Background: an optimization exercise with open tools, aiming at small area, a short achievable clock period and few clock cycles. Do not read the settings as production practice.
Function was checked by simulation only, so behaviour that the tests miss may differ from the original.
No activity file was given, so power comes from the tool's default toggle rates.

$ cat flow/run.sh
#!/bin/bash
# synth_recipe.tcl (not shown) runs the flow's synth.tcl, then flattens the netlist and writes it again
# the make line also repeats each setting of config.mk as NAME=value (left out here)
make -C /OpenROAD-flow-scripts/flow DESIGN_CONFIG=/design/flow/config.mk WORK_HOME=/design/flow/orfs CLKGATE_MAP_FILE= SYNTH_SCRIPT=/design/flow/synth_recipe.tcl finish
$ cat flow/config.mk
export PLATFORM = sky130hd
export DESIGN_NAME = rgx_blit
export DESIGN_NICKNAME = rgx_blit
export VERILOG_FILES = /design/flow/design.v
export SDC_FILE = /design/flow/constraint.sdc
export NUM_CORES = 4
export LEC_CHECK = 0
export CAP_MARGIN = 20
export CORE_MARGIN = 2
export CORE_UTILIZATION = 40
export SLEW_MARGIN = 20
$ cat flow/design.v
module rgx_blit (
    input  wire        clk,
    input  wire        rst,
    input  wire [1:0]  cfg_depth,      
    input  wire [10:0] cfg_canvas_w,
    input  wire [10:0] cfg_canvas_h,
    input  wire [10:0] cfg_screen_w,
    input  wire [10:0] cfg_screen_h,
    input  wire        cmd_valid,
    output wire        cmd_ready,
    input  wire        cmd_tiles,      
    input  wire [15:0] cmd_x,
    input  wire [15:0] cmd_y,
    input  wire [7:0]  cmd_pattern,
    input  wire [31:0] cmd_ptr0,       
    input  wire [31:0] cmd_ptr1,       
    input  wire [4:0]  cmd_flags,      
    output wire        done,
    output wire        pat_re,
    output wire [13:0] pat_addr,
    input  wire [7:0]  pat_rdata,
    output wire        pix_re,
    output wire        pix_we,
    output wire [19:0] pix_addr,
    output wire [7:0]  pix_wdata,
    input  wire [7:0]  pix_rdata,
    output wire        host_re,
    output wire [31:0] host_addr,
    input  wire        host_gnt,
    input  wire [7:0]  host_rdata
);
    localparam S_IDLE     = 4'd0;
    localparam S_NORM     = 4'd1;
    localparam S_FIX      = 4'd2;
    localparam S_ROW      = 4'd3;
    localparam S_COL      = 4'd4;
    localparam S_REC_RD   = 4'd5;
    localparam S_REC_WAIT = 4'd6;
    localparam S_PAT_RD   = 4'd7;
    localparam S_PAT_WAIT = 4'd8;
    localparam S_MAP_RD   = 4'd9;
    localparam S_MAP_WAIT = 4'd10;
    localparam S_PIX_RD   = 4'd11;
    localparam S_PIX_WAIT = 4'd12;
    localparam S_PIX_WR   = 4'd13;
    localparam S_NEXT_COL = 4'd14;
    localparam S_DONE     = 4'd15;
    reg [3:0]  state;
    reg        tiles;
    reg [15:0] x, y;
    reg [7:0]  pattern;
    reg [31:0] ptr0, ptr1;
    reg        hflip, vflip, hwrap, vwrap, transparent;
    reg [3:0]  norm_step;
    reg [22:0] rem_x, rem_y;
    reg [10:0] nx;
    reg [10:0] row, col;
    reg [10:0] xw, yw;         
    reg [10:0] dx, dy;         
    reg        rec_valid;
    reg [7:0]  rec_cx;
    reg [1:0]  rec_idx;
    reg [7:0]  t_pattern, t_pal;
    reg        t_hflip, t_vflip;
    reg [7:0]  sample_r;
    reg [7:0]  value;
    reg [7:0]  wbyte;
    wire [3:0]  depth     = 4'd1 << cfg_depth;
    wire [7:0]  cmask     = (8'd1 << depth) - 8'd1;
    wire [13:0] sw_bits   = {3'd0, cfg_screen_w} << cfg_depth;
    wire [10:0] row_bytes = sw_bits[13:3];
    wire [10:0] stride    = (row_bytes + 11'd3) & ~11'd3;
    wire [15:0] abs_cx = cmd_x[15] ? (16'd0 - cmd_x) : cmd_x;
    wire [15:0] abs_cy = cmd_y[15] ? (16'd0 - cmd_y) : cmd_y;
    wire [22:0] sub_x  = {12'd0, cfg_canvas_w} << norm_step;
    wire [22:0] sub_y  = {12'd0, cfg_canvas_h} << norm_step;
    wire [10:0] nx_c   = (x[15] && rem_x[10:0] != 11'd0) ? cfg_canvas_w - rem_x[10:0] : rem_x[10:0];
    wire [10:0] ny_c   = (y[15] && rem_y[10:0] != 11'd0) ? cfg_canvas_h - rem_y[10:0] : rem_y[10:0];
    wire [10:0] last_col = tiles ? (cfg_canvas_w - 11'd1) : 11'd7;
    wire [10:0] last_row = tiles ? (cfg_canvas_h - 11'd1) : 11'd7;
    wire signed [17:0] sx = $signed({{2{x[15]}}, x}) + $signed({7'd0, col});
    wire signed [17:0] sy = $signed({{2{y[15]}}, y}) + $signed({7'd0, row});
    wire signed [17:0] sw = $signed({7'd0, cfg_screen_w});
    wire signed [17:0] sh = $signed({7'd0, cfg_screen_h});
    wire row_vis   = vwrap ? (yw < cfg_screen_h) : (!sy[17] && sy < sh);
    wire row_break = !vwrap && !sy[17] && !(sy < sh);
    wire col_vis   = hwrap ? (xw < cfg_screen_w) : (!sx[17] && sx < sw);
    wire col_break = !hwrap && !sx[17] && !(sx < sw);
    wire [10:0] xw_next = (xw == cfg_canvas_w - 11'd1) ? 11'd0 : xw + 11'd1;
    wire [10:0] yw_next = (yw == cfg_canvas_h - 11'd1) ? 11'd0 : yw + 11'd1;
    wire [2:0]  ox    = col[2:0];
    wire [2:0]  oy    = row[2:0];
    wire        fh    = tiles ? t_hflip : hflip;
    wire        fv    = tiles ? t_vflip : vflip;
    wire [7:0]  pat_n = tiles ? t_pattern : pattern;
    wire [2:0]  sc    = fh ? (3'd7 - ox) : ox;
    wire [2:0]  sr    = fv ? (3'd7 - oy) : oy;
    wire [13:0] pat_base = {3'd0, pat_n, 3'd0} << cfg_depth;
    wire [13:0] pat_row  = {11'd0, sr} << cfg_depth;
    wire [13:0] sc_bits  = {11'd0, sc} << cfg_depth;
    wire [13:0] pat_byte = {3'd0, sc_bits[13:3]};
    function [7:0] unpack;
        input [1:0]  dl;
        input [7:0]  b;
        input [10:0] k;
        begin
            case (dl)
                2'd0:    unpack = {7'd0, b[3'd7 - k[2:0]]};
                2'd1:    unpack = (b >> (3'd6 - {k[1:0], 1'b0})) & 8'h03;
                2'd2:    unpack = (k[0] ? b : (b >> 4)) & 8'h0f;
                default: unpack = b;
            endcase
        end
    endfunction
    function [7:0] pack;
        input [1:0]  dl;
        input [7:0]  b;
        input [10:0] k;
        input [7:0]  v;
        reg   [7:0]  m;
        reg   [2:0]  s;
        begin
            case (dl)
                2'd0:    begin m = 8'h01; s = 3'd7 - k[2:0]; end
                2'd1:    begin m = 8'h03; s = 3'd6 - {k[1:0], 1'b0}; end
                2'd2:    begin m = 8'h0f; s = k[0] ? 3'd0 : 3'd4; end
                default: begin m = 8'hff; s = 3'd0; end
            endcase
            pack = (b & ~(m << s)) | ((v & m) << s);
        end
    endfunction
    wire [7:0] sample = unpack(cfg_depth, pat_rdata, {8'd0, sc});
    wire [7:0]  cell_x   = col[10:3];
    wire [7:0]  cell_y   = row[10:3];
    wire [7:0]  tiles_w  = cfg_canvas_w[10:3];
    wire [15:0] rec_num  = cell_y * tiles_w + {8'd0, cell_x};
    wire [31:0] rec_addr = ptr0 + {14'd0, rec_num, 2'b00} + {30'd0, rec_idx};
    wire [31:0] map_addr = tiles ? (ptr1 + ({24'd0, t_pal} << depth) + {24'd0, sample_r})
                                 : (ptr0 + {24'd0, sample_r});
    wire [13:0] dx_bits  = {3'd0, dx} << cfg_depth;
    wire [19:0] pix_a    = dy * stride + {9'd0, dx_bits[13:3]};
    assign cmd_ready = (state == S_IDLE);
    assign done      = (state == S_DONE);
    assign pat_re    = (state == S_PAT_RD);
    assign pat_addr  = pat_base + pat_row + pat_byte;
    assign pix_re    = (state == S_PIX_RD);
    assign pix_we    = (state == S_PIX_WR);
    assign pix_addr  = pix_a;
    assign pix_wdata = wbyte;
    assign host_re   = (state == S_REC_RD) || (state == S_MAP_RD);
    assign host_addr = (state == S_MAP_RD) ? map_addr : rec_addr;
    always @(posedge clk) begin
        if (rst) begin
            state <= S_IDLE;
        end else begin
            case (state)
                S_IDLE: if (cmd_valid) begin
                    tiles       <= cmd_tiles;
                    x           <= cmd_x;
                    y           <= cmd_y;
                    pattern     <= cmd_pattern;
                    ptr0        <= cmd_ptr0;
                    ptr1        <= cmd_ptr1;
                    hflip       <= cmd_flags[0];
                    vflip       <= cmd_flags[1];
                    hwrap       <= cmd_flags[2];
                    vwrap       <= cmd_flags[3];
                    transparent <= cmd_flags[4];
                    rem_x       <= {7'd0, abs_cx};
                    rem_y       <= {7'd0, abs_cy};
                    norm_step   <= 4'd12;
                    if (cmd_tiles && (cmd_ptr0 == 32'd0 || cmd_ptr1 == 32'd0))
                        state <= S_DONE;
                    else
                        state <= S_NORM;
                end
                S_NORM: begin
                    if (rem_x >= sub_x) rem_x <= rem_x - sub_x;
                    if (rem_y >= sub_y) rem_y <= rem_y - sub_y;
                    norm_step <= norm_step - 4'd1;
                    if (norm_step == 4'd0) state <= S_FIX;
                end
                S_FIX: begin
                    nx    <= nx_c;
                    yw    <= ny_c;
                    row   <= 11'd0;
                    state <= S_ROW;
                end
                S_ROW: begin
                    if (row_break) begin
                        state <= S_DONE;
                    end else if (!row_vis) begin
                        if (row == last_row) begin
                            state <= S_DONE;
                        end else begin
                            row <= row + 11'd1;
                            yw  <= yw_next;
                        end
                    end else begin
                        dy        <= vwrap ? yw : sy[10:0];
                        col       <= 11'd0;
                        xw        <= nx;
                        rec_valid <= 1'b0;
                        state     <= S_COL;
                    end
                end
                S_COL: begin
                    if (col_break) begin
                        if (row == last_row) begin
                            state <= S_DONE;
                        end else begin
                            row   <= row + 11'd1;
                            yw    <= yw_next;
                            state <= S_ROW;
                        end
                    end else if (!col_vis) begin
                        state <= S_NEXT_COL;
                    end else begin
                        dx <= hwrap ? xw : sx[10:0];
                        if (tiles && (!rec_valid || rec_cx != cell_x)) begin
                            rec_idx <= 2'd0;
                            state   <= S_REC_RD;
                        end else begin
                            state   <= S_PAT_RD;
                        end
                    end
                end
                S_REC_RD: if (host_gnt) state <= S_REC_WAIT;
                S_REC_WAIT: begin
                    case (rec_idx)
                        2'd0: t_pattern <= host_rdata;
                        2'd1: t_pal     <= host_rdata;
                        2'd2: t_hflip   <= host_rdata[0];
                        default: t_vflip <= host_rdata[0];
                    endcase
                    if (rec_idx == 2'd3) begin
                        rec_valid <= 1'b1;
                        rec_cx    <= cell_x;
                        state     <= S_PAT_RD;
                    end else begin
                        rec_idx <= rec_idx + 2'd1;
                        state   <= S_REC_RD;
                    end
                end
                S_PAT_RD: state <= S_PAT_WAIT;
                S_PAT_WAIT: begin
                    sample_r <= sample;
                    if (sample == 8'd0 && (!tiles || transparent)) begin
                        state <= S_NEXT_COL;
                    end else if (tiles || ptr0 != 32'd0) begin
                        state <= S_MAP_RD;
                    end else begin
                        value <= sample;
                        state <= S_PIX_RD;
                    end
                end
                S_MAP_RD: if (host_gnt) state <= S_MAP_WAIT;
                S_MAP_WAIT: begin
                    value <= host_rdata & cmask;
                    state <= S_PIX_RD;
                end
                S_PIX_RD: state <= S_PIX_WAIT;
                S_PIX_WAIT: begin
                    wbyte <= pack(cfg_depth, pix_rdata, dx, value);
                    state <= S_PIX_WR;
                end
                S_PIX_WR: state <= S_NEXT_COL;
                S_NEXT_COL: begin
                    if (col == last_col) begin
                        if (row == last_row) begin
                            state <= S_DONE;
                        end else begin
                            row   <= row + 11'd1;
                            yw    <= yw_next;
                            state <= S_ROW;
                        end
                    end else begin
                        col <= col + 11'd1;
                        xw  <= xw_next;
                        state <= S_COL;
                    end
                end
                S_DONE: state <= S_IDLE;
                default: state <= S_IDLE;
            endcase
        end
    end
endmodule
$ cat flow/constraint.sdc
create_clock -name core_clock -period 11.0 [get_ports {clk}]
set_input_delay 2.2000 -clock core_clock [delete_from_list [all_inputs] [get_ports {clk}]]
set_output_delay 2.2000 -clock core_clock [all_outputs]
set_load 0.01 [all_outputs]
==> reports/results.tsv <==
metric	value	unit
status	complete, no violations	
detailed placement HPWL	74200	µm
max_cap viols	0	
H-tree levels	2	
worst vdd ir	0.000457	V
startpoint types	input port	
Peak Freq	92.5	MHz
crit path DAT	8.61	ns
kind of critical path	in2out	
Total Nets Final	4396	
pin count of the biggest net entering global routing	65	
die height	283	µm
post-DR vias/cell	5.43	
Clock Sinks	294	
Slew @ Worst Pin	1.21	ns
static leakage	15.7	nW
sequential share of the synthesized area	0.282	
final hold slack	0.525	ns
Cell Area, Synth	31200	µm²
syn_area_per_cell	9.08	µm²
wire length per cell	19.3	µm
total track usage	0.229	
routability cong.	0.911	
number of remaining DRC errors	0	
worst min-delay path category	reg2reg	
design area	37600	µm²
filler cell count	7383	
Worst-path clk slew	0.06	ns
async set-reset flop share out of synthesis	0	
die area	80200	µm²
Final Setup Violations	0	
Synth cell types	93	
Worst Path Max Fanout	6	
iteration-0 DRC count of the detailed router	1995	
clk root buf	clkbuf_16	
row count	102	
Die Wd	283	µm
total gr overflow	0	
total CTS buffers	39	
number of enable flip-flop cells after synthesis	290	
first-pass GRT wire length	147000	µm
via count	26400	
most common cell after layout, fill and taps aside	nand2_1	
CP endpoint kind	output pin	
Place WS	-0.566	ns
vias in the first global route	25500	
layout cells sized above 1	0.100	
number of top-level pins	264	
CTS tree	built	
Cell Pwr Density	304	nW/µm²
Fin. Hold Viols	0	
Tmin final	10.81	ns
RSZ-0062 raised after global routing	yes	
most frequent cells in the layout	nand2_1, ha_1, edfxtp_1	
initial antenna violation count	11	
Seq cells post-synth	294	
skew final	0.0246	ns
Routed Antenna Nets	0	
final slew viol count	0	
Slew headroom	0.182	
# port buffers	263	
most common flop cell mapped by yosys	edfxtp_1	
Synth Warn #	1	
Setup WS post-layout	0.188	ns
first-pass detailed-route iteration total	5	
Max Buffers Root-to-Sink	3	
initial core utilization	0.403	
post-route clock period utilization	0.983	
Post-Route WL	93600	µm
Area growth syn-to-layout	20.5	%
Syn Inst Count	3436	
Critical Path RT	8.80	ns
core footprint	77300	µm²
clock latency on the worst-skew pair	0.57	ns
placed cell area	36000	µm²
synthesized netlist by cell type, types with 12 or more instances:
library cell,n,share of area
nand2_1,328,0.039
ha_1,300,0.12
edfxtp_1,290,0.28
inv_1,290,0.035
nor2_1,233,0.028
o21ai_0,216,0.035
a21oi_1,200,0.032
xnor2_1,184,0.052
xor2_1,126,0.035
fa_1,125,0.080
clkbuf_1,110,0.013
nand3_1,83,0.013
nor2b_1,73,0.015
and2_1,65,0.013
mux2i_1,65,0.021
nor3_1,63,0.010
nand2b_1,58,0.012
a21o_1,54,0.013
nor4_1,48,0.0096
a211oi_1,38,0.0091
and3_1,38,0.0076
mux2_2,32,0.012
a31oi_1,25,0.0050
nand4_1,25,0.0050
o22ai_1,25,0.0050
o21a_1,23,0.0055
o31ai_1,23,0.0055
mux4_2,20,0.014
o21bai_1,20,0.0048
buf_1,18,0.0022
o211ai_1,16,0.0039
a21boi_0,15,0.0036
nor3b_1,15,0.0036
or3_1,15,0.0030
o41ai_1,12,0.0034
area by class of cell:
type,count,area (µm²),area share
multi-input cells,2724,21200,0.563
inverters,291,1090,0.0291
clock buffers,41,983,0.0262
flip-flops and latches,294,8790,0.234
clock inverters,29,315,0.00839
well taps,1040,1300,0.0346
diodes,4,10.0,0.000266
repair buffers,437,3940,0.105
critical path: stages:
cell and delay, ns:
clkdlybuf4s50_1 0.49, mux4_2 0.51, buf_4 0.16, xnor2_2 0.42, buf_4 0.22, nand2_1 0.07
fa_1 0.54, inv_1 0.06, fa_1 0.50, inv_1 0.05, fa_1 0.46, fa_1 0.55
inv_1 0.04, ha_1 0.34, a21oi_1 0.18, xnor2_1 0.14, ha_1 0.26, buf_4 0.15
a21oi_1 0.17, o41ai_2 0.10, buf_4 0.16, nor2b_1 0.13, nand3_1 0.10, nand3b_1 0.13
xnor3_1 0.20, dlygate4sd2_1 0.29
metal layers:
layer  global-route usage  share of wire  up-vias
li1                     -              -    13000
met1                0.329           0.47    12600
met2                0.364           0.45      691
met3               0.0307          0.057      109
met4               0.0579          0.023        8
met5                    0        0.00056        -
state kept, by name, summed over array words and instances, names as in the netlist, 4 cells and up:
signal / count
dx: 11
t_pattern: 8
yw: 11
ptr1: 32
norm_step: 4
pattern: 8
rec_cx: 8
state: 4
xw: 11
value: 8
rem_y: 23
t_pal: 8
sample_r: 8
nx: 11
x: 16
row: 11
dy: 11
rem_x: 23
wbyte: 8
y: 16
ptr0: 32
col: 11
worst paths after layout:
path | slack [ns] | endpoint | cells past startpoint | start
setup / recovery | 0.19 | pix_addr[19] | 26 | cfg_screen_w[5]
setup reg to reg | 4.70 | yw[7] | 20 | row[1]
hold reg to reg | 0.53 | xw[3] | 2 | nx[3]
hold / removal | 0.53 | xw[3] | 2 | nx[3]
cell families (layout without fill, tap and decap cells):
group	Yosys count	count (layout)	synth area share
AND/OR/NAND/NOR	1105	1105	0.175
AO/OA/AOI/OAI	751	751	0.150
adder cells (fa/ha/maj)	425	425	0.201
buffers and inverters	425	798	0.0517
XOR/XNOR	314	314	0.0900
flip-flops	294	294	0.282
multiplexers	121	121	0.0501
other	1	12	0.000120
through the flow:
stage / utilization / power (W) / std cells / TNS, ns
finish: 0.486 / 0.0114 / 4860 / 0
global route: 0.486 / 0.0124 / 4860 / -0.137
CTS: 0.483 / 0.0113 / 4851 / 0
detailed placement: 0.465 / 0.00989 / 4777 / -8.13
global placement: 0.465 / 0.00985 / 4777 / -6.60
floorplan: - / 0.00641 / 3443 / 0
power by group:
group,switching [W],leakage (nW),total (W),internal [W]
Clock,0.000537,0.626,0.00133,0.000791
Sequential,0.000221,2.70,0.00171,0.00149
Combinational,0.00425,12.3,0.00837,0.00412
Total,0.00500,15.7,0.0114,0.00641
timing repair:
item / in CTS / in global routing
pin swaps: 9 / 21
gates resized for setup: 45 / 63
hold buffers: 0 / 0
endpoints found under the setup margin: 22 / 24
setup buffers: 4 / 5
endpoints found under the hold margin: 0 / 0
Testbench counts, summed over its fixed seeds: cycles 184,724.

## separate check: timing with driven ports
In the flow no input, the clock included, has a driving cell. The finished layout below was timed again as built, in two steps.
Step 1 (the two cells are an assumption about what drives the block):
set clk [get_ports {clk}]
set_driving_cell -lib_cell sky130_fd_sc_hd__clkbuf_16 $clk
set_driving_cell -lib_cell sky130_fd_sc_hd__buf_2 [delete_from_list [all_inputs] $clk]
Step 2 moves the port delays by t, midway between the first and last clock arrival at a register: inputs arrive t later, outputs are due t later. That takes back most of the time a late clock gives input paths.
a / b / c = ideal ports / drivers / drivers and shift; a / b = the first two.
shift t [ns]: 0.621
setup slack, ns: 0.188 / 0.121 / 0.121
slew at the worst register clock pin (ns): 0.06 / 0.06
After both steps this run still meets setup and hold. For this run, drivers alone change the setup slack by -0.067 ns; drivers and shift together by -0.067 ns.
